Background: an optimization exercise with open tools, aiming at small area. Do not read the settings as production practice. Function was checked by simulation only, so behaviour that the tests miss may differ from the original. Power is estimated from default activity; no workload was simulated.

`design/flow/config.mk`:
```
export PLATFORM = sky130hd
export DESIGN_NAME = iot_sae
export DESIGN_NICKNAME = iot_sae
export VERILOG_FILES = /design/flow/design.v
export SDC_FILE = /design/flow/constraint.sdc
export NUM_CORES = 4
export LEC_CHECK = 0
export CAP_MARGIN = 20
export CORE_MARGIN = 2
export CORE_UTILIZATION = 40
export SLEW_MARGIN = 20
```
`design/flow/constraint.sdc`:
```
create_clock -name core_clock -period 18.0 [get_ports {clk}]
set_input_delay 3.6000 -clock core_clock [delete_from_list [all_inputs] [get_ports {clk}]]
set_output_delay 3.6000 -clock core_clock [all_outputs]
set_load 0.01 [all_outputs]
```
`design/flow/design.v`:
```
module iot_sae (
    input  wire        clk,
    input  wire        rst,             
    input  wire        FAULT_POLICY,    
    output wire        bus_req,
    input  wire        bus_ack,
    output wire [2:0]  bus_op,
    output wire        bus_cont,
    output wire [7:0]  bus_cmd,
    output wire [63:0] bus_addr,
    input  wire [1:0]  bus_status,
    input  wire [7:0]  bus_rdata,
    input  wire [63:0] bus_raddr,
    output wire        pin_req,
    input  wire        pin_ack,
    output wire        pin_op,
    output wire        pin_level,
    output wire        pin_ch,
    input  wire        pin_err,
    input  wire [9:0]  adc_data,
    output wire        pers_req,
    input  wire        pers_ack,
    output wire [7:0]  pers_sid,
    output wire [1:0]  pers_vkind,
    output wire [38:0] pers_vnum,
    input  wire        pers_err,
    output wire        dly_req,
    input  wire        dly_ack,
    output wire [25:0] dly_us,
    output reg         diag_valid,
    output wire [7:0]  diag_sid,
    output wire [3:0]  diag_kind,
    output wire [3:0]  st,
    output wire [3:0]  ph,
    output wire        fault,
    output wire [3:0]  fault_code,
    output wire [7:0]  fault_sid,
    output wire [7:0]  pidx
);
    localparam [6:0] W_INIT_RESET = 7'h00, W_PRE       = 7'h01,
                     W_INIT_ENUM  = 7'h08, W_ENUM_SW   = 7'h09,
                     W_IDLE       = 7'h10,
                     W_START_CONV = 7'h18, W_AWAIT_CONV = 7'h20,
                     W_RT_CMD     = 7'h28, W_RT_BYTE   = 7'h29, W_RT_CHECK = 7'h2A,
                     W_RT_PERSIST = 7'h2B, W_RT_ASR    = 7'h2C,
                     W_DS_LED_ON  = 7'h30, W_DS_HOLD_RISE = 7'h31, W_DS_SAMPLE = 7'h32,
                     W_DS_HOLD_PULSE = 7'h33, W_DS_LED_OFF = 7'h34, W_DS_HOLD_SETTLE = 7'h35,
                     W_DS_CONV    = 7'h36, W_DS_PERSIST = 7'h37,
                     W_HM_SAMPLE  = 7'h38, W_HM_PERSIST = 7'h39, W_HM_P1 = 7'h3A,
                     W_HM_P2      = 7'h3B, W_HM_FIN    = 7'h3C,
                     W_SLEEP      = 7'h40, W_DS_CLR    = 7'h41, W_DS_ACC = 7'h42,
                     W_DS_CONV_LO = 7'h43, W_DS_CONV_HI = 7'h44, W_DS_ACLR = 7'h45,
                     W_BF2        = 7'h46,
                     W_FAULT      = 7'h48;
    localparam [3:0] E_NO_DEVICES = 4'd1, E_INSUFFICIENT = 4'd2, E_BUS_DATA = 4'd3,
                     E_PIN_WRITE = 4'd5, E_CRC = 4'd6, E_BATCH = 4'd7, E_PERSIST = 4'd8;
    localparam [27:0] K_HUM_MUL = 28'd31325;        
    localparam [27:0] K_HUM_B   = 28'd132637065;    
    localparam [27:0] K_HUM_DLO = 28'd160141962;    
    localparam [10:0] K_HUM_DHI = 11'd2018;         
    localparam [27:0] K_DUST_L  = 28'd268189936;    
    localparam [27:0] K_DUST_HI = 28'd1424016;
    reg  [6:0]  w;
    reg         pol;
    reg  [1:0]  pidx_q;
    reg  [4:0]  cnt;
    reg  [1:0]  dph;
    reg  [63:0] a_out, r0, r1, r2;
    reg  [38:0] vnum;
    reg  [9:0]  rr;           
    reg  [2:0]  dsid;
    reg  [3:0]  dkind;
    assign st   = w[6:3];
    assign ph   = {1'b0, w[2:0]};
    assign pidx = {6'd0, pidx_q};
    wire [3:0] st_w = w[6:3];
    assign fault      = (w == W_FAULT);
    assign fault_code = fault ? dkind : 4'd0;
    assign fault_sid  = fault ? {5'd0, dsid} : 8'd0;
    assign diag_sid   = {5'd0, dsid};
    assign diag_kind  = dkind;
    wire c_bus  = (w == W_INIT_RESET) | (w == W_INIT_ENUM) | (w == W_START_CONV) |
                  (w == W_RT_CMD) | (w == W_RT_BYTE);
    wire c_pin  = (w == W_DS_LED_ON) | (w == W_DS_SAMPLE) | (w == W_DS_LED_OFF) |
                  (w == W_HM_SAMPLE);
    wire c_pers = (w == W_RT_PERSIST) | (w == W_DS_PERSIST) | (w == W_HM_PERSIST);
    wire c_dly  = (w == W_AWAIT_CONV) | (w == W_DS_HOLD_RISE) | (w == W_DS_HOLD_PULSE) |
                  (w == W_DS_HOLD_SETTLE) | (w == W_SLEEP);
    assign bus_req  = c_bus;
    assign pin_req  = c_pin;
    assign pers_req = c_pers;
    assign dly_req  = c_dly;
    assign bus_op   = {1'b0, st_w[2] | st_w[1], st_w[0] & ~st_w[1] & (~st_w[2] | w[0])};
    assign bus_cont = (cnt != 5'd0);
    wire   rcmd     = st_w[2];
    assign bus_cmd  = {rcmd, ~rcmd, rcmd, rcmd, rcmd, 1'b1, rcmd, 1'b0};
    assign bus_addr = a_out;
    assign pin_op    = st_w[0] | w[1];
    assign pin_level = ~w[2];
    assign pin_ch    = st_w[0];
    wire sx = st_w[1];
    assign pers_sid   = {5'd0, sx | (pidx_q == 2'd3),
                         sx ? st_w[0] : (pidx_q[0] ^ pidx_q[1]),
                         sx ? ~st_w[0] : ~pidx_q[0]};
    assign pers_vkind = {st_w[1], st_w[0] | ~st_w[1]};
    assign pers_vnum  = vnum;
    reg [25:0] dly_v;
    always @* begin
        case (w)
            W_DS_HOLD_RISE:   dly_v = 26'd280;
            W_DS_HOLD_PULSE:  dly_v = 26'd40;
            W_DS_HOLD_SETTLE: dly_v = 26'd9680;
            W_SLEEP:          dly_v = 26'd60000000;
            default:          dly_v = 26'd1000000;
        endcase
    end
    assign dly_us = dly_v;
    function [7:0] crc_byte(input [7:0] c_in);
        reg [7:0] c;
        integer j;
        begin
            c = c_in;
            for (j = 0; j < 8; j = j + 1)
                c = c[0] ? ((c >> 1) ^ 8'h8C) : (c >> 1);
            crc_byte = c;
        end
    endfunction
    wire [7:0] crc_next = crc_byte(rr[7:0] ^ bus_rdata);
    wire swap_w = (w == W_ENUM_SW) | (w == W_IDLE);
    wire swap   = swap_w & (dph == 2'd0);
    wire enum_ok = (w == W_INIT_ENUM) & bus_ack & (bus_status == 2'd0);
    always @(posedge clk) begin
        r1 <= r0;
        r2 <= r1;
        r0 <= swap ? a_out : r2;
        if (enum_ok)   a_out <= bus_raddr;
        else if (swap) a_out <= r2;
    end
    wire [10:0] A = vnum[38:28];
    wire        last = (cnt == 5'd27);
    reg        op_shift, op_adda, op_ldb0, keepA, m, cin;
    reg [10:0] addend;
    always @* begin
        op_shift = 1'b0; op_adda = 1'b0; op_ldb0 = 1'b0;
        keepA = 1'b1; m = 1'b0; cin = 1'b0; addend = 11'd0;
        case (w)
            W_RT_BYTE: if (bus_ack) begin
                if (cnt == 5'd0) op_ldb0 = 1'b1;
                if (cnt == 5'd1) begin
                    op_adda = 1'b1; keepA = 1'b0;
                    addend = {{3{bus_rdata[7]}}, bus_rdata};
                end
            end
            W_RT_ASR: op_shift = 1'b1;
            W_DS_CLR, W_DS_CONV_LO: begin
                op_shift = 1'b1; keepA = 1'b0;
            end
            W_DS_CONV_HI: begin
                op_shift = 1'b1; keepA = 1'b0; cin = K_DUST_HI[cnt];
            end
            W_DS_ACC: begin
                op_shift = 1'b1; keepA = (cnt != 5'd0); cin = vnum[0];
                addend = (cnt == 5'd0) ? {1'b0, rr} : {10'd0, cnt == 5'd23};
            end
            W_DS_CONV: begin
                op_shift = 1'b1; keepA = (cnt != 5'd0);
                m = vnum[0] & (cnt < 5'd14);
                addend = m ? 11'd125 : 11'd0;
                cin = K_DUST_L[cnt];
            end
            W_DS_ACLR: begin
                op_adda = 1'b1; keepA = 1'b0;
            end
            W_HM_P1: begin
                op_shift = 1'b1; keepA = (cnt != 5'd0);
                m = K_HUM_MUL[cnt];
                addend = m ? {1'b0, rr} : 11'd0;
                cin = K_HUM_B[cnt];
            end
            W_HM_P2: begin
                op_shift = 1'b1;
                m = vnum[0];
                addend = m ? {1'b0, rr} : 11'd0;
                cin = K_HUM_DLO[cnt];
            end
            W_HM_FIN: begin
                op_adda = 1'b1; addend = K_HUM_DHI;
            end
            default: ;
        endcase
    end
    wire [10:0] sum = (keepA ? A : 11'd0) + addend + {10'd0, cin};
    always @(posedge clk) begin
        if (op_shift)
            vnum <= {keepA & vnum[38], sum, vnum[27:1]};
        else if (op_adda)
            vnum[38:28] <= sum;
        else if (op_ldb0)
            vnum[27:20] <= bus_rdata;
    end
    wire [2:0] psid = {1'b0, pidx_q} + 3'd1;
    reg [6:0] w_n;
    reg       ev;
    reg [2:0] ev_sid;
    reg [3:0] ev_kind;
    reg [4:0] cnt_n;
    reg [1:0] pidx_n;
    task automatic advance;
        begin
            if (pidx_q != 2'd3) begin
                pidx_n = pidx_q + 2'd1;
                w_n    = W_IDLE;
            end else begin
                pidx_n = 2'd0;
                w_n    = W_DS_CLR;
                cnt_n  = 5'd0;
            end
        end
    endtask
    always @* begin
        w_n = w; ev = 1'b0; ev_sid = 3'd0; ev_kind = 4'd0;
        cnt_n = cnt; pidx_n = pidx_q;
        case (w)
            W_PRE: w_n = W_INIT_RESET;
            W_INIT_RESET: if (bus_ack) begin
                if (bus_status == 2'd0) w_n = W_INIT_ENUM;
                else begin
                    ev = 1'b1;
                    ev_kind = (bus_status == 2'd1) ? E_NO_DEVICES : E_BUS_DATA;
                    w_n = W_FAULT;
                end
            end
            W_INIT_ENUM: if (bus_ack) begin
                if (bus_status == 2'd0) begin
                    cnt_n = cnt + 5'd1;
                    w_n = (cnt == 5'd3) ? W_IDLE : W_ENUM_SW;
                end else begin
                    ev = 1'b1;
                    ev_kind = (cnt == 5'd0) ? E_NO_DEVICES : E_INSUFFICIENT;
                    w_n = W_FAULT;
                end
            end
            W_ENUM_SW: if (dph == 2'd0) w_n = W_INIT_ENUM;
            W_IDLE:    if (dph == 2'd0) w_n = W_START_CONV;
            W_START_CONV: if (bus_ack) w_n = W_AWAIT_CONV;
            W_AWAIT_CONV: if (dly_ack) w_n = W_RT_CMD;
            W_RT_CMD: if (bus_ack) begin
                cnt_n = 5'd0;
                w_n = W_RT_BYTE;
            end
            W_RT_BYTE: if (bus_ack) begin
                cnt_n = cnt + 5'd1;
                if (cnt == 5'd8) w_n = W_RT_CHECK;
            end
            W_RT_CHECK: begin
                cnt_n = 5'd0;
                if (rr[7:0] == 8'd0) w_n = W_RT_ASR;
                else begin
                    ev = 1'b1; ev_sid = psid; ev_kind = E_CRC;
                    if (pol) advance;
                    else     w_n = W_FAULT;
                end
            end
            W_RT_ASR: begin
                cnt_n = cnt + 5'd1;
                if (cnt == 5'd19) w_n = W_RT_PERSIST;
            end
            W_RT_PERSIST: if (pers_ack) begin
                if (!pers_err) advance;
                else begin
                    ev = 1'b1; ev_sid = psid; ev_kind = E_PERSIST;
                    if (pol) advance;
                    else     w_n = W_FAULT;
                end
            end
            W_DS_CLR: begin
                cnt_n = cnt + 5'd1;
                if (last) begin cnt_n = 5'd0; w_n = W_DS_LED_ON; end
            end
            W_DS_LED_ON: if (pin_ack) begin
                if (!pin_err) w_n = W_DS_HOLD_RISE;
                else begin
                    ev = 1'b1; ev_sid = 3'd5; ev_kind = E_PIN_WRITE; w_n = W_BF2;
                end
            end
            W_DS_HOLD_RISE: if (dly_ack) w_n = W_DS_SAMPLE;
            W_DS_SAMPLE: if (pin_ack) begin
                cnt_n = 5'd0;
                w_n = W_DS_ACC;
            end
            W_DS_ACC: begin
                cnt_n = cnt + 5'd1;
                if (last) begin cnt_n = 5'd0; w_n = W_DS_HOLD_PULSE; end
            end
            W_DS_HOLD_PULSE: if (dly_ack) w_n = W_DS_LED_OFF;
            W_DS_LED_OFF: if (pin_ack) begin
                if (!pin_err) w_n = W_DS_HOLD_SETTLE;
                else begin
                    ev = 1'b1; ev_sid = 3'd5; ev_kind = E_PIN_WRITE; w_n = W_BF2;
                end
            end
            W_DS_HOLD_SETTLE: if (dly_ack) begin
                cnt_n = 5'd0;
                if (!vnum[27]) w_n = W_DS_LED_ON;
                else if (vnum[13:0] <= 14'd1964)  w_n = W_DS_CONV_LO;
                else if (vnum[13:0] >= 14'd11458) w_n = W_DS_CONV_HI;
                else w_n = W_DS_CONV;
            end
            W_DS_CONV, W_DS_CONV_LO, W_DS_CONV_HI: begin
                cnt_n = cnt + 5'd1;
                if (last) w_n = W_DS_ACLR;
            end
            W_DS_ACLR: w_n = W_DS_PERSIST;
            W_DS_PERSIST: if (pers_ack) begin
                if (!pers_err) w_n = W_HM_SAMPLE;
                else begin
                    ev = 1'b1; ev_sid = 3'd5; ev_kind = E_PERSIST;
                    w_n = pol ? W_HM_SAMPLE : W_FAULT;
                end
            end
            W_BF2: begin
                ev = 1'b1; ev_sid = 3'd5; ev_kind = E_BATCH;
                w_n = pol ? W_HM_SAMPLE : W_FAULT;
            end
            W_HM_SAMPLE: if (pin_ack) begin
                cnt_n = 5'd0;
                w_n = W_HM_P1;
            end
            W_HM_P1: begin
                cnt_n = cnt + 5'd1;
                if (last) begin cnt_n = 5'd0; w_n = W_HM_P2; end
            end
            W_HM_P2: begin
                cnt_n = cnt + 5'd1;
                if (last) w_n = W_HM_FIN;
            end
            W_HM_FIN: w_n = W_HM_PERSIST;
            W_HM_PERSIST: if (pers_ack) begin
                if (!pers_err) w_n = W_SLEEP;
                else begin
                    ev = 1'b1; ev_sid = 3'd6; ev_kind = E_PERSIST;
                    w_n = pol ? W_SLEEP : W_FAULT;
                end
            end
            W_SLEEP: if (dly_ack) w_n = W_IDLE;
            default: ;
        endcase
    end
    always @(posedge clk) begin
        if (rst) begin
            w          <= W_PRE;
            pol        <= FAULT_POLICY;
            pidx_q     <= 2'd0;
            cnt        <= 5'd0;
            dph        <= 2'd0;
            diag_valid <= 1'b0;
        end else begin
            w          <= w_n;
            pidx_q     <= pidx_n;
            cnt        <= cnt_n;
            dph        <= swap ? 2'd0 : (dph == 2'd0) ? 2'd2 : dph - 2'd1;
            diag_valid <= ev;
        end
        if (!rst && ev) begin
            dsid  <= ev_sid;
            dkind <= ev_kind;
        end
    end
    always @(posedge clk) begin
        if ((w == W_DS_SAMPLE || w == W_HM_SAMPLE) && pin_ack)
            rr <= adc_data;
        else if (w == W_RT_CMD && bus_ack)
            rr[7:0] <= 8'd0;
        else if (w == W_RT_BYTE && bus_ack)
            rr[7:0] <= crc_next;
    end
endmodule
```
`design/flow/flow/run.sh`:
```
#!/bin/bash
set -euo pipefail
export BUFFER_PORTS_ARGS="-buffer_cell sky130_fd_sc_hd__buf_1"
export CTS_ARGS="-sink_clustering_enable -repair_clock_nets -dont_use_dummy_load"
bash standard.sh > standard.log 2>&1
```
`design/flow/standard.sh`:
```
#!/bin/bash
# synth_recipe.tcl (not shown) runs the flow's synth.tcl, then flattens the netlist and writes it again
# the make line also repeats each setting of config.mk as NAME=value (left out here)
make -C /OpenROAD-flow-scripts/flow DESIGN_CONFIG=/design/flow/config.mk WORK_HOME=/design/flow/orfs CLKGATE_MAP_FILE= SYNTH_SCRIPT=/design/flow/synth_recipe.tcl "${@:-finish}"
```
==> flow_summary.yaml, run 1 <==
place:
  dp_hpwl_um: 23100
  gp_congestion: 0.952
  io_buffers: 260
logic_synthesis:
  avgSynthCellArea_um2: 12.3
  ys_seq_area_share_pct: 58.5
  ys_seq_elements: 330
  ys_top_cells_by_area: "dfxtp_1 (31%), edfxtp_1 (27%), mux2_2 (12%)"
  yosys.cell_types.count: 83
  netlist_instances: 1084
  synth_enable_flop_cells: 121
  yosys_warnings: 1
  yosysTopAreaCellShare_pct: 31.3
  post-synth-top-area-cell: "dfxtp_1"
  ys_async_sr_fraction_pct: 0
  ys.flop_type: "dfxtp_1"
  mappedNetlistArea_um2: 13400
critical_path:
  rrSetupSlack_ns: 13.16
  r2r_cells: 17
  cp-endpoint: "vnum[37]$_DFFE_PP_"
  crit_start: "bus_ack"
  path_class: "in2reg"
  reg2reg_to: "vnum[38]$_DFFE_PP_"
  critPathArrivalTime_ns: 7.34
  timing.rr.start: "w[6]$_SDFFE_PP0P_"
  worstPathRequired_ns: 18.24
  cp_max_fo: 10
  worst_setup_path_start_kind: "primary input"
  end_kind: "flop"
timing:
  finalClockSkew_ns: 0.0682
  slew_headroom_pct: 33.6
  slew_viol_final: 0
  min_period_over_period_pct: 39.5
  setup_violations: 0
  setup-tns-final_ns: 0
  period_minus_slack_ns: 7.10
  worstMarginPinSlew_ns: 0.996
  rsz0062_at_grt: "false"
  hold_viol_final: 0
  fmax_ghz: 0.141
clock_tree:
  cts_sinks: 330
  cts_max_level: 2
  cts_made_buffers: 36
  cts_root_buf: "clkbuf_16"
  clock_latency_ns: 0.53
  cts_resized: 0
  cts.clk_slew.worst_paths_ns: 0.06
  cts_tree: "built"
  cts_setup_buffers: 0
  holdBufCountCts: 0
  clockBufferDepth: 3
die:
  io_pins: 293
  die_w_um: 187
  num_rows: 66
  dieHeight_um: 187
  initial_core_util_pct: 40.9
  die_area_um2: 34900
  core_um2: 32700
power:
  p_leak_uw: 0.00577
  peakVddDrop_uv: 106
  p_total_uw: 2200
  power_density_nw_per_um2: 143
finish:
  area_growth_syn_to_layout_pct: 15.2
  drive_gt1_share_pct: 17.0
  final_common_cell: "buf_1"
  final_core_util_pct: 47.1
  nNetsFinal: 1434
  mostFrequentLayoutCells: "buf_1 (260), dfxtp_1 (209), mux2_2 (146)"
detailed_routing:
  wl_per_cell_um: 18.8
  ant_nets: 0
  vias: 9209
  routed_via_density: 5.22
  wl_um: 33200
  drc: 0
  dr.first_iter.drc_count: 637
  dr.pass1.iters: 5
outcome:
  status: "timing/DRC/antenna clean"
grt:
  grt_pass1_wl_um: 51400
  grt_pass1_vias: 8866
  gr-total-overflow: 0
  grt_antenna_before_repair: 1
  track_usage_pct: 18.5
  grt_max_degree: 66
run:
  maxCapViolations: 0
min_path:
  hold_class: "reg2reg"
==> area by class of cell <==
type / instances / area [um2]
fill: 3104 / 17300
sequential: 330 / 7820
multi-input combinational: 653 / 4940
timing repair buffer: 275 / 1090
clock buffer: 36 / 901
tap: 442 / 553
inverter: 27 / 101
antenna: 1 / 2.50
==> cells by family (layout without fill, tap and decap cells) <==
kind of cell	count (synthesis)	count (layout)	share of synthesized area, %
AOI/OAI and AO/OA	164	164	8.60
xor gates and xnor gates	35	35	2.29
adders and majority gates	18	18	1.80
buffers and inverters	131	338	5.55
DFF	330	330	58.5
muxes	152	152	12.8
other	2	33	0.0562
and+or+nand+nor	252	252	10.4
==> critical path: stages <==
cell,delay (ns)
buf_1,0.51
and4_1,0.54
a2111oi_2,0.09
nor2_1,0.52
nor2b_1,0.16
fa_1,0.45
inv_1,0.08
fa_1,0.19
nor2b_1,0.07
o2111ai_1,0.22
nand4_1,0.15
a31o_2,0.26
a21oi_1,0.16
xnor2_1,0.08
mux2_2,0.25
==> worst min-delay path by stage <==
| stage | from | cells past startpoint | endpoint |
|---|---|---|---|
| 3_3_place_gp | r0[48]$_DFF_P_ | 0 | r1[48]$_DFF_P_ |
| 2_1_floorplan | r0[0]$_DFF_P_ | 0 | r1[0]$_DFF_P_ |
| 5_1_grt | r0[11]$_DFF_P_ | 0 | r1[11]$_DFF_P_ |
| 4_1_cts | r0[11]$_DFF_P_ | 0 | r1[11]$_DFF_P_ |
| 3_5_place_dp | r1[63]$_DFF_P_ | 0 | r2[63]$_DFF_P_ |
| 6_report | r0[11]$_DFF_P_ | 0 | r1[11]$_DFF_P_ |
==> flip-flops by register name (all words and copies together) (netlist names) <==
register    count
a_out          64
cnt             5
diag_valid      1
dkind           4
dph             2
dsid            3
pidx_q          2
pol             1
r0             64
r1             64
r2             64
rr             10
vnum           39
w               7
==> cell usage after synthesis (all sizes together), types with 5 or more instances <==
cell     count
a31o         5
a221o        7
nor2        41
buf         79
nor4b        6
inv         27
nand2b      10
edfxtp     121
and4         5
nor3        22
and3        16
nor4         8
o21ai       36
nand4        6
a211oi       8
xor2         8
mux2       146
clkbuf      25
nor2b       22
or2          8
a22oi        7
ha          16
o211ai       8
a21o         6
a21oi       34
o32ai        6
xnor2       27
o2111ai      5
nand2       51
mux2i        5
nor3b        5
or3          5
dfxtp      209
nand3       25
==> power by group <==
group	switching, uW	internal (uW)	leakage, uW	total [uW]
clock	264	350	0.000444	614
sequential	95.8	1050	0.00283	1150
combinational	231	208	0.00249	438
==> metrics by stage <==
step                cells  worst slack (ns)  cell area [um2]  hold WS [ns]
floorplan            1114             11.24            13500         0.310
global placement     1727             10.47            14500         0.309
detailed placement   1727             10.42            14500         0.312
CTS                  1763             10.94            15400         0.299
global route         1763             10.49            15400         0.300
finish               1764             10.90            15400         0.292
==> per-layer routing <==
metal	part of all wire (%)	GRT usage [%]	vias up
li1	-	-	4340
met1	42	24.0	4355
met2	44	28.6	437
met3	11	6.64	77
met4	2.9	6.38	0
met5	0	0	-
==> run 2: changes to the inputs <==
==> design/flow/flow/run.sh (replaced) <==
#!/bin/bash
set -euo pipefail
export BUFFER_PORTS_ARGS="-buffer_cell sky130_fd_sc_hd__buf_1"
export CTS_ARGS="-sink_clustering_enable -repair_clock_nets -dont_use_dummy_load -buf_list sky130_fd_sc_hd__clkbuf_2 -root_buf sky130_fd_sc_hd__clkbuf_4"
bash standard.sh > standard.log 2>&1
--- a/design/flow/config.mk
+++ b/design/flow/config.mk
@@ -7,5 +7,5 @@
 export LEC_CHECK = 0
 export CAP_MARGIN = 20
 export CORE_MARGIN = 2
-export CORE_UTILIZATION = 40
+export CORE_UTILIZATION = 65
 export SLEW_MARGIN = 20
==> run 2 against run 1 <==
  * Setup slack better by 0.20 ns
  * Via count up 2.4%
  * Hold slack worse by 0.024 ns
  * Highest routed layer unchanged
==> flow_summary.yaml, run 2 <==
clock_tree:
  cts_made_buffers: 80
  cts_sinks: 330
  cts_tree: "built"
  clockBufferDepth: 3
  cts_max_level: 3
  clock_latency_ns: 0.67
  cts_setup_buffers: 0
  cts_root_buf: "clkbuf_4"
  holdBufCountCts: 0
  cts.clk_slew.worst_paths_ns: 0.10
  cts_resized: 0
logic_synthesis:
  yosysTopAreaCellShare_pct: 31.3
  ys_async_sr_fraction_pct: 0
  yosys.cell_types.count: 83
  mappedNetlistArea_um2: 13400
  synth_enable_flop_cells: 121
  ys_seq_area_share_pct: 58.5
  avgSynthCellArea_um2: 12.3
  synth_most_common_cell: "dfxtp_1"
  ys_seq_elements: 330
  post-synth-top-area-cell: "dfxtp_1"
  synthTopCellsByCount: "dfxtp_1 (209), mux2_2 (146), edfxtp_1 (121)"
  ys_top_cells_by_area: "dfxtp_1 (31%), edfxtp_1 (27%), mux2_2 (12%)"
  ys.flop_type: "dfxtp_1"
  netlist_instances: 1084
  yosys_warnings: 1
die:
  initial_core_util_pct: 66.1
  io_pins: 293
  dieHeight_um: 147
  die_area_um2: 21700
  core_um2: 20200
  num_rows: 52
  die_w_um: 147
critical_path:
  rrSetupSlack_ns: 13.10
  critPathArrivalTime_ns: 7.30
  worst_setup_path_start_kind: "primary input"
  cp_max_fo: 10
  path_class: "in2reg"
  r2r_cells: 17
  end_kind: "flop"
  reg2reg_to: "vnum[37]$_DFFE_PP_"
  worstPathRequired_ns: 18.40
  timing.rr.start: "w[1]$_SDFFE_PP0P_"
finish:
  drive_gt1_share_pct: 19.5
  mostFrequentLayoutCells: "buf_1 (260), dfxtp_1 (209), mux2_2 (146)"
  final_common_cell: "buf_1"
  fill_cells: 1504
  area_growth_syn_to_layout_pct: 9.91
  final_core_util_pct: 72.6
  nNetsFinal: 1476
detailed_routing:
  dr.pass1.iters: 6
  wl_um: 30700
  ant_nets: 0
  routed_via_density: 5.77
  vias: 9433
  drc: 0
  wl_per_cell_um: 18.8
  dr.first_iter.drc_count: 665
timing:
  finalClockSkew_ns: 0.0765
  slew_headroom_pct: 32.3
  hold_viol_final: 0
  period_minus_slack_ns: 6.90
  worstMarginPinSlew_ns: 1.02
  min_period_over_period_pct: 38.4
  slew_viol_final: 0
  setup-tns-final_ns: 0
  fmax_ghz: 0.145
  rsz0062_at_grt: "false"
  setup_violations: 0
place:
  dp_hpwl_um: 21100
  io_buffers: 260
  gp_congestion: 1.01
grt:
  grt_max_degree: 66
  grt_antenna_before_repair: 1
  gr-total-overflow: 0
  grt_pass1_wl_um: 48000
  grt_pass1_vias: 9377
  track_usage_pct: 27.9
min_path:
  hold_end: "r2[19]$_DFF_P_"
  min-delay-start: "r1[19]$_DFF_P_"
  hold_class: "reg2reg"
  whs_path_depth: 0
power:
  p_leak_uw: 0.00564
  peakVddDrop_uv: 86.7
  p_total_uw: 1960
  power_density_nw_per_um2: 133
outcome:
  status: "timing/DRC/antenna clean"
run:
  maxCapViolations: 0
## run 2: per-stage QoR
stage                     hold slack [ns]  std cells  setup slack [ns]  instance area, um2
after floorplan                     0.310       1114             11.24               13500
after global placement              0.310       1553             10.60               14300
after detailed placement            0.312       1553             10.47               14300
after CTS                           0.274       1633             11.17               14700
after global routing                0.272       1634             10.86               14700
final                               0.268       1635             11.10               14700
## run 2: area by class of cell
cell class | count | area (um2) | area share [%]
well taps | 270 | 338 | 2.30
multi-input cells | 653 | 4940 | 33.6
inverters | 27 | 101 | 0.690
diodes | 2 | 5.00 | 0.0341
clock buffers | 80 | 423 | 2.88
repair buffers | 273 | 1070 | 7.31
flip-flops and latches | 330 | 7820 | 53.2
## run 2: power by group
| part | switching [uW] | total (uW) | internal, uW |
|---|---|---|---|
| registers | 99.5 | 1150 | 1050 |
| clock network | 245 | 373 | 127 |
| logic | 232 | 438 | 206 |
## run 2: critical path: stages
cell       delay [ns]
buf_1            0.42
and4_1           0.50
a2111oi_2        0.09
nor2_1           0.54
nor2b_1          0.15
fa_1             0.44
inv_1            0.08
fa_1             0.20
nor2b_1          0.08
o2111ai_1        0.26
nand4_1          0.17
a31o_2           0.27
a21oi_1          0.17
xnor2_1          0.09
mux2_2           0.26
## run 2: how the worst max path moves through the flow
| stage | startpoint | to | cells past startpoint |
|---|---|---|---|
| finish | bus_ack | vnum[37]$_DFFE_PP_ | 15 |
| global route | bus_ack | vnum[37]$_DFFE_PP_ | 15 |
| global placement | bus_ack | vnum[37]$_DFFE_PP_ | 15 |
| detailed placement | bus_ack | vnum[37]$_DFFE_PP_ | 15 |
| floorplan | bus_ack | vnum[37]$_DFFE_PP_ | 16 |
| CTS | bus_ack | vnum[37]$_DFFE_PP_ | 15 |
## run 2: per-layer routing
layer  vias up  routed length, um  track usage, %
met1      4421              12300            34.9
met3        93               3050            9.32
met5         -                  0               0
met2       501              14100            43.6
li1       4418                  -               -
met4         0               1240            14.4
## run 2: cells by family (layout without fill, tap and decap cells)
group                    Yosys count  after routing  share of synthesized area, %
XOR/XNOR                          35             35                          2.29
other                              2             34                        0.0562
AO/OA/AOI/OAI                    164            164                          8.60
buffers and inverters            131            380                          5.55
flip-flops                       330            330                          58.5
adder cells (fa/ha/maj)           18             18                          1.80
AND/OR/NAND/NOR                  252            252                          10.4
multiplexers                     152            152                          12.8
==> run 3: changes to the inputs <==
==> design/flow/flow/run.sh (replaced) <==
#!/bin/bash
set -euo pipefail
export BUFFER_PORTS_ARGS="-buffer_cell sky130_fd_sc_hd__buf_1"
export CTS_ARGS="-sink_clustering_enable -repair_clock_nets -dont_use_dummy_load -buf_list sky130_fd_sc_hd__clkbuf_4 -root_buf sky130_fd_sc_hd__clkbuf_4"
bash standard.sh > standard.log 2>&1
--- a/design/flow/config.mk
+++ b/design/flow/config.mk
@@ -7,5 +7,5 @@
 export LEC_CHECK = 0
 export CAP_MARGIN = 20
 export CORE_MARGIN = 2
-export CORE_UTILIZATION = 65
+export CORE_UTILIZATION = 40
 export SLEW_MARGIN = 20
==> run 3 against run 2 <==
  * Combinational power hardly changed
  * Critical path depth is the same
  * Global-route usage down 9.1 points
  * Utilization decreased by 26 points
  * Critical endpoint unchanged
==> flow_summary.yaml, run 3 <==
outcome:
  status: "timing/DRC/antenna clean"
detailed_routing:
  wl_per_cell_um: 18.5
  wl_um: 33600
  drc: 0
  routed_via_density: 5.21
  vias: 9461
  dr.pass1.iters: 6
  dr.first_iter.drc_count: 610
  ant_nets: 0
timing:
  finalClockSkew_ns: 0.0781
  worstMarginPinSlew_ns: 1.02
  slew_viol_final: 0
  rsz0062_at_grt: "false"
  setup_violations: 0
  hold_viol_final: 0
  setup_ws_ns: 11.10
  period_minus_slack_ns: 6.90
  whs_ns: 0.298
  slew_headroom_pct: 32.1
  fmax_ghz: 0.145
  setup-tns-final_ns: 0
  min_period_over_period_pct: 38.3
finish:
  stdcell_area_um2: 15200
  drive_gt1_share_pct: 20.0
  mostFrequentLayoutCells: "buf_1 (260), dfxtp_1 (209), mux2_2 (146)"
  nNetsFinal: 1485
  area_growth_syn_to_layout_pct: 13.4
  fill_cells: 3182
  final_common_cell: "buf_1"
logic_synthesis:
  synthAdderAreaFrac_pct: 1.80
  avgSynthCellArea_um2: 12.3
  synth_most_common_cell: "dfxtp_1"
  yosys.cell_types.count: 83
  mappedNetlistArea_um2: 13400
  ys_seq_elements: 330
  synth_top_family_by_area: "multiplexers"
  yosysTopAreaCellShare_pct: 31.3
  yosys_warnings: 1
  synth_mux_area_share_pct: 12.8
  ys_top_cells_by_area: "dfxtp_1 (31%), edfxtp_1 (27%), mux2_2 (12%)"
  synth_enable_flop_cells: 121
  synth_xor_area_share_pct: 2.29
  ys_seq_area_share_pct: 58.5
  ys.flop_type: "dfxtp_1"
  post-synth-top-area-cell: "dfxtp_1"
  ys_async_sr_fraction_pct: 0
  synthTopCellsByCount: "dfxtp_1 (209), mux2_2 (146), edfxtp_1 (121)"
  synth_compound_area_share_pct: 8.60
  netlist_instances: 1084
  yosys.area_share.simple_pct: 10.4
grt:
  grt_most_used_layer: "met2"
  grt_pass1_wl_um: 52000
  track_usage_pct: 18.9
  grtUsageMet1_pct: 23.6
  gr-total-overflow: 0
  use_met3_pct: 7.43
  grt_max_degree: 66
  use_met2_pct: 28.5
  grt_pass1_vias: 9261
  grt_antenna_before_repair: 3
critical_path:
  critPathArrivalTime_ns: 7.35
  worst_setup_path_start_kind: "primary input"
  cp_max_fo: 10
  end_kind: "flop"
  worstPathRequired_ns: 18.45
  slowest_stage: "and4_1"
  path_cells: "buf_1 -> and4_1 -> a2111oi_2 -> nor2_1 -> nor2b_1 -> fa_1 -> inv_1 -> fa_1 -> nor2b_1 -> o2111ai_1 -> nand4_1 -> a31o_2 -> a21oi_1 -> xnor2_1 -> mux2_2"
  path_class: "in2reg"
  cpPeakStageDelay_ns: 0.54
place:
  dp_slack_ns: 10.42
  dp_hpwl_um: 23100
  io_buffers: 260
  gp_congestion: 0.952
  post_dp_cell_area_um2: 14500
die:
  dieHeight_um: 187
  die_area_um2: 34900
  die_w_um: 187
  core_um2: 32700
  num_rows: 66
  io_pins: 293
  initial_core_util_pct: 40.9
power:
  pwr-share-clk_pct: 23.1
  p_leak_uw: 0.00572
  pwr-share-comb_pct: 21.3
  power.internal_uw: 1480
  p_total_uw: 2060
  seq_power_share_pct: 55.6
  power_density_nw_per_um2: 136
  p_sw_share_pct: 28.4
  switching_power_uw: 585
  peakVddDrop_uv: 88.9
run:
  maxCapViolations: 0
clock_tree:
  cts_resized: 0
  clock_latency_ns: 0.73
  clockBufferDepth: 3
  cts_tree: "built"
  holdBufCountCts: 0
  cts_setup_buffers: 0
  cts.clk_slew.worst_paths_ns: 0.06
  cts_sinks: 330
  cts_made_buffers: 87
  cts_max_level: 3
  cts_root_buf: "clkbuf_4"
min_path:
  hold_class: "reg2reg"
run 3: final cells by class:
cell class / instances / area (um2) / share of cell area [%]
Sequential cell: 330 / 7820 / 51.6
Multi-Input combinational cell: 653 / 4940 / 32.6
Timing Repair Buffer: 275 / 1090 / 7.18
Clock buffer: 87 / 653 / 4.31
Tap cell: 442 / 553 / 3.65
Inverter: 27 / 101 / 0.669
Antenna cell: 2 / 5.00 / 0.0330
run 3: critical path: cells and delay by family:
kind / cells / cell delay, ns
XOR/XNOR: 1 / 0.08
adder cells (fa/ha/maj): 2 / 0.64
multiplexers: 1 / 0.25
AND/OR/NAND/NOR: 5 / 1.44
buffers and inverters: 2 / 0.58
AO/OA/AOI/OAI: 4 / 0.73
run 3: routing by layer:
layer,up-vias,routed length (um)
met5,-,13
met4,2,1300
met3,94,3590
met2,457,14700
met1,4452,14000
li1,4456,-
run 3: worst paths after layout:
kind | from | to | cells past startpoint | slack, ns
worst min-delay path | r1[16]$_DFF_P_ | r2[16]$_DFF_P_ | 0 | 0.30
worst max-delay path | bus_ack | vnum[37]$_DFFE_PP_ | 15 | 11.10
worst min register to register | r1[16]$_DFF_P_ | r2[16]$_DFF_P_ | 0 | 0.30
worst max register to register | w[6]$_SDFFE_PP0P_ | vnum[38]$_DFFE_PP_ | 17 | 13.12
run 3: power groups by stage:
stage	Clock [uW]	Combinational (uW)	Sequential, uW
floorplan	0	316	1140
global placement	0	431	1150
detailed placement	0	437	1160
CTS	505	439	1150
global route	536	481	1170
finish	476	439	1150
run 3: kinds of logic (layout without fill, tap and decap cells):
family                     count (synthesis)  in the layout
xor gates and xnor gates                  35             35
adders and majority gates                 18             18
buffers and inverters                    131            389
and+or+nand+nor                          252            252
muxes                                    152            152
DFF                                      330            330
other                                      2             34
AOI/OAI and AO/OA                        164            164
run 3: per-stage QoR:
| stage | instances | utilization, % |
|---|---|---|
| 2_1_floorplan | 1114 | - |
| 3_3_place_gp | 1727 | 44.3 |
| 3_5_place_dp | 1727 | 44.3 |
| 4_1_cts | 1814 | 46.3 |
| 5_1_grt | 1815 | 46.3 |
| 6_report | 1816 | 46.4 |
==> run 4: changes to the inputs <==
==> design/flow/run.sh (new file) <==
#!/bin/bash
# synth_recipe.tcl (not shown) runs the flow's synth.tcl, then flattens the netlist and writes it again
# the make line also repeats each setting of config.mk as NAME=value (left out here)
make -C /OpenROAD-flow-scripts/flow DESIGN_CONFIG=/design/flow/config.mk WORK_HOME=/design/flow/orfs CLKGATE_MAP_FILE= SYNTH_SCRIPT=/design/flow/synth_recipe.tcl finish
removed: design/flow/flow/run.sh
removed: design/flow/standard.sh
==> run 4 against run 3 <==
  * Still clean on timing, DRC and antenna
  * Combinational power increased by 17%
  * Via count down 1.5%
  * Synthesized cell count is the same
  * Sequential share of layout area decreased by 6.6 points
  * Final area grew 15%
  * Routed wire length increased by 3.0%
  * Global-route usage up 0.46 points
  * Clock-buffer cell count is 36 lower
  * Clock power is 59% higher
  * Largest cell class unchanged
  * Largest power group unchanged
==> flow_summary.yaml, run 4 <==
critical_path:
  worst_setup_path_start_kind: "primary input"
  worstPathRequired_ns: 18.27
  path_class: "in2reg"
  cp_max_fo: 10
  rrSetupSlack_ns: 12.83
  r2r_cells: 17
  critPathArrivalTime_ns: 7.62
  end_kind: "flop"
timing:
  rsz0062_at_grt: "false"
  worstMarginPinSlew_ns: 0.989
  period_minus_slack_ns: 7.35
  min_period_over_period_pct: 40.8
  setup_ws_ns: 10.65
  fmax_ghz: 0.136
  setup_violations: 0
  finalClockSkew_ns: 0.0279
  slew_viol_final: 0
  hold_viol_final: 0
  whs_ns: 0.315
  setup-tns-final_ns: 0
  slew_headroom_pct: 34.1
die:
  core_um2: 32700
  die_area_um2: 34900
  io_pins: 293
  num_rows: 66
  initial_core_util_pct: 40.9
  die_w_um: 187
  dieHeight_um: 187
logic_synthesis:
  synth_enable_flop_cells: 121
  synth_top_family_by_area: "multiplexers"
  avgSynthCellArea_um2: 12.3
  ys_seq_area_share_pct: 58.5
  ys_seq_elements: 330
  synth_most_common_cell: "dfxtp_1"
  ys_top_cells_by_area: "dfxtp_1 (31%), edfxtp_1 (27%), mux2_2 (12%)"
  synth_xor_area_share_pct: 2.29
  yosysTopAreaCellShare_pct: 31.3
  yosys_warnings: 1
  yosys.cell_types.count: 83
  ys.flop_type: "dfxtp_1"
  synthTopCellsByCount: "dfxtp_1 (209), mux2_2 (146), edfxtp_1 (121)"
  netlist_instances: 1084
  yosys.area_share.simple_pct: 10.4
  synth_mux_area_share_pct: 12.8
  ys_async_sr_fraction_pct: 0
  synthAdderAreaFrac_pct: 1.80
  post-synth-top-area-cell: "dfxtp_1"
  synth_compound_area_share_pct: 8.60
  mappedNetlistArea_um2: 13400
grt:
  track_usage_pct: 19.3
  grt_antenna_before_repair: 4
  grt_pass1_wl_um: 54000
  gr-total-overflow: 0
  grt_pass1_vias: 9408
  grt_max_degree: 66
power:
  power_density_nw_per_um2: 139
  peakVddDrop_uv: 96.0
  p_leak_uw: 0.00662
finish:
  mostFrequentLayoutCells: "clkdlybuf4s50_1 (260), dfxtp_1 (209), mux2_2 (146)"
  regArea_um2: 7820
  drive_gt1_share_pct: 18.2
  nNetsFinal: 1434
  multiInputGateArea_um2: 4940
  final_common_cell: "clkdlybuf4s50_1"
  fill_cells: 2896
  area_growth_syn_to_layout_pct: 30.1
place:
  gp_congestion: 0.904
  io_buffers: 260
  dp_hpwl_um: 24000
  dp_slack_ns: 10.12
detailed_routing:
  vias: 9322
  ant_nets: 0
  wl_um: 34600
  met2WireLength_um: 15400
  m1WireLength_um: 14200
  wl_per_cell_um: 19.3
  dr_wl_met3_um: 3660
  dr.first_iter.drc_count: 621
  drc: 0
  top_layer: "met4"
  dr.pass1.iters: 5
  routed_via_density: 5.19
clock_tree:
  cts_root_buf: "clkbuf_16"
  clockBufferDepth: 3
  cts_max_level: 2
  cts_made_buffers: 36
  cts_tree: "built"
  clock_latency_ns: 0.53
  cts_sinks: 330
  cts_resized: 0
  cts.clk_slew.worst_paths_ns: 0.05
  holdBufCountCts: 0
  cts_setup_buffers: 0
min_path:
  whs_path_depth: 0
  hold_class: "reg2reg"
outcome:
  status: "timing/DRC/antenna clean"
run:
  maxCapViolations: 0
[run 4: changes by cell type in the layout (fill, tap and decap cells not counted), sizes merged]
cell | before | now
buf | 275 | 15
bufinv | 0 | 3
clkbuf | 87 | 51
clkdlybuf4s50 | 0 | 260
clkinv | 0 | 11
clkinvlp | 0 | 1
diode | 2 | 4
[run 4: cell families after synthesis]
| kind of cell | Yosys count |
|---|---|
| flops | 330 |
| mux | 152 |
| simple gates | 252 |
| compound gates | 164 |
| fa+ha+maj | 18 |
| buf+inv | 131 |
| xor+xnor | 35 |
| other cells | 2 |
[run 4: layout make-up]
cell class / count / share of cell area [%]
Antenna cell: 4 / 0.0576
Multi-Input combinational cell: 653 / 28.4
Inverter: 27 / 0.583
Clock inverter: 15 / 1.07
Sequential cell: 330 / 45.0
Tap cell: 442 / 3.18
Clock buffer: 51 / 6.15
Timing Repair Buffer: 275 / 15.6
[run 4: worst max-delay path: stages]
cell and delay (ns):
clkdlybuf4s50_1 0.79, and4_1 0.52, a2111oi_2 0.09, nor2_1 0.52
nor2b_1 0.15, fa_1 0.44, inv_1 0.08, fa_1 0.20
nor2b_1 0.07, o2111ai_1 0.22, nand4_1 0.15, a31o_2 0.26
a21oi_1 0.17, xnor2_1 0.09, mux2_2 0.26
[run 4: final timing paths]
path,endpoint,from
hold reg to reg,r2[49]$_DFF_P_,r1[49]$_DFF_P_
hold / removal,r2[49]$_DFF_P_,r1[49]$_DFF_P_
setup reg to reg,vnum[38]$_DFFE_PP_,w[5]$_SDFFE_PP0P_
setup / recovery,vnum[37]$_DFFE_PP_,bus_ack
[run 4: metal layers]
| layer | track usage (%) | up-vias |
|---|---|---|
| li1 | - | 4355 |
| met1 | 23.9 | 4470 |
| met2 | 29.9 | 406 |
| met3 | 7.94 | 91 |
| met4 | 8.12 | 0 |
| met5 | 0 | - |
[run 4: report_power, final]
part | internal (uW) | switching (uW) | total, uW
clock | 461 | 295 | 756
sequential | 1050 | 94.1 | 1140
combinational | 276 | 236 | 512
total | 1790 | 625 | 2410
[run 4: per-stage QoR]
step	area [um2]	power [uW]	utilization (%)	instances
finish	17400	2410	53.2	1797
global route	17400	2530	53.1	1793
CTS	17400	2440	53.1	1793
detailed placement	16100	1670	49.3	1727
global placement	16100	1660	49.3	1727
floorplan	13500	1460	-	1114

[re-timing with driven ports]
In the flow no input, the clock included, has a driving cell. The finished layouts below were timed again as built, in two steps.
Step 1 assumes that a clkbuf_16 drives the clock port and a buf_2 every other input.
Step 2 times the ports against the registers' clock, not the clock port: input delays grow and output delays shrink by t, the midpoint of the rising clock arrivals with the driver on.
a / b / c = no drivers / after step 1 / after step 2; a / b = the first two.
run | t (ns) | setup slack, ns | slew at the worst register clock pin (ns)
run 1 | 0.538 | 10.896 / 10.907 / 10.369 | 0.06 / 0.06
run 2 | 0.671 | 11.097 / 11.107 / 10.436 | 0.10 / 0.10
run 3 | 0.730 | 11.100 / 11.110 / 10.381 | 0.06 / 0.06
run 4 | 0.562 | 10.653 / 10.668 / 10.106 | 0.06 / 0.06
After both steps every run listed still meets setup and hold. The setup slack of run 3, which loses most, moves by +0.010 ns with the drivers and by -0.719 ns with both steps.
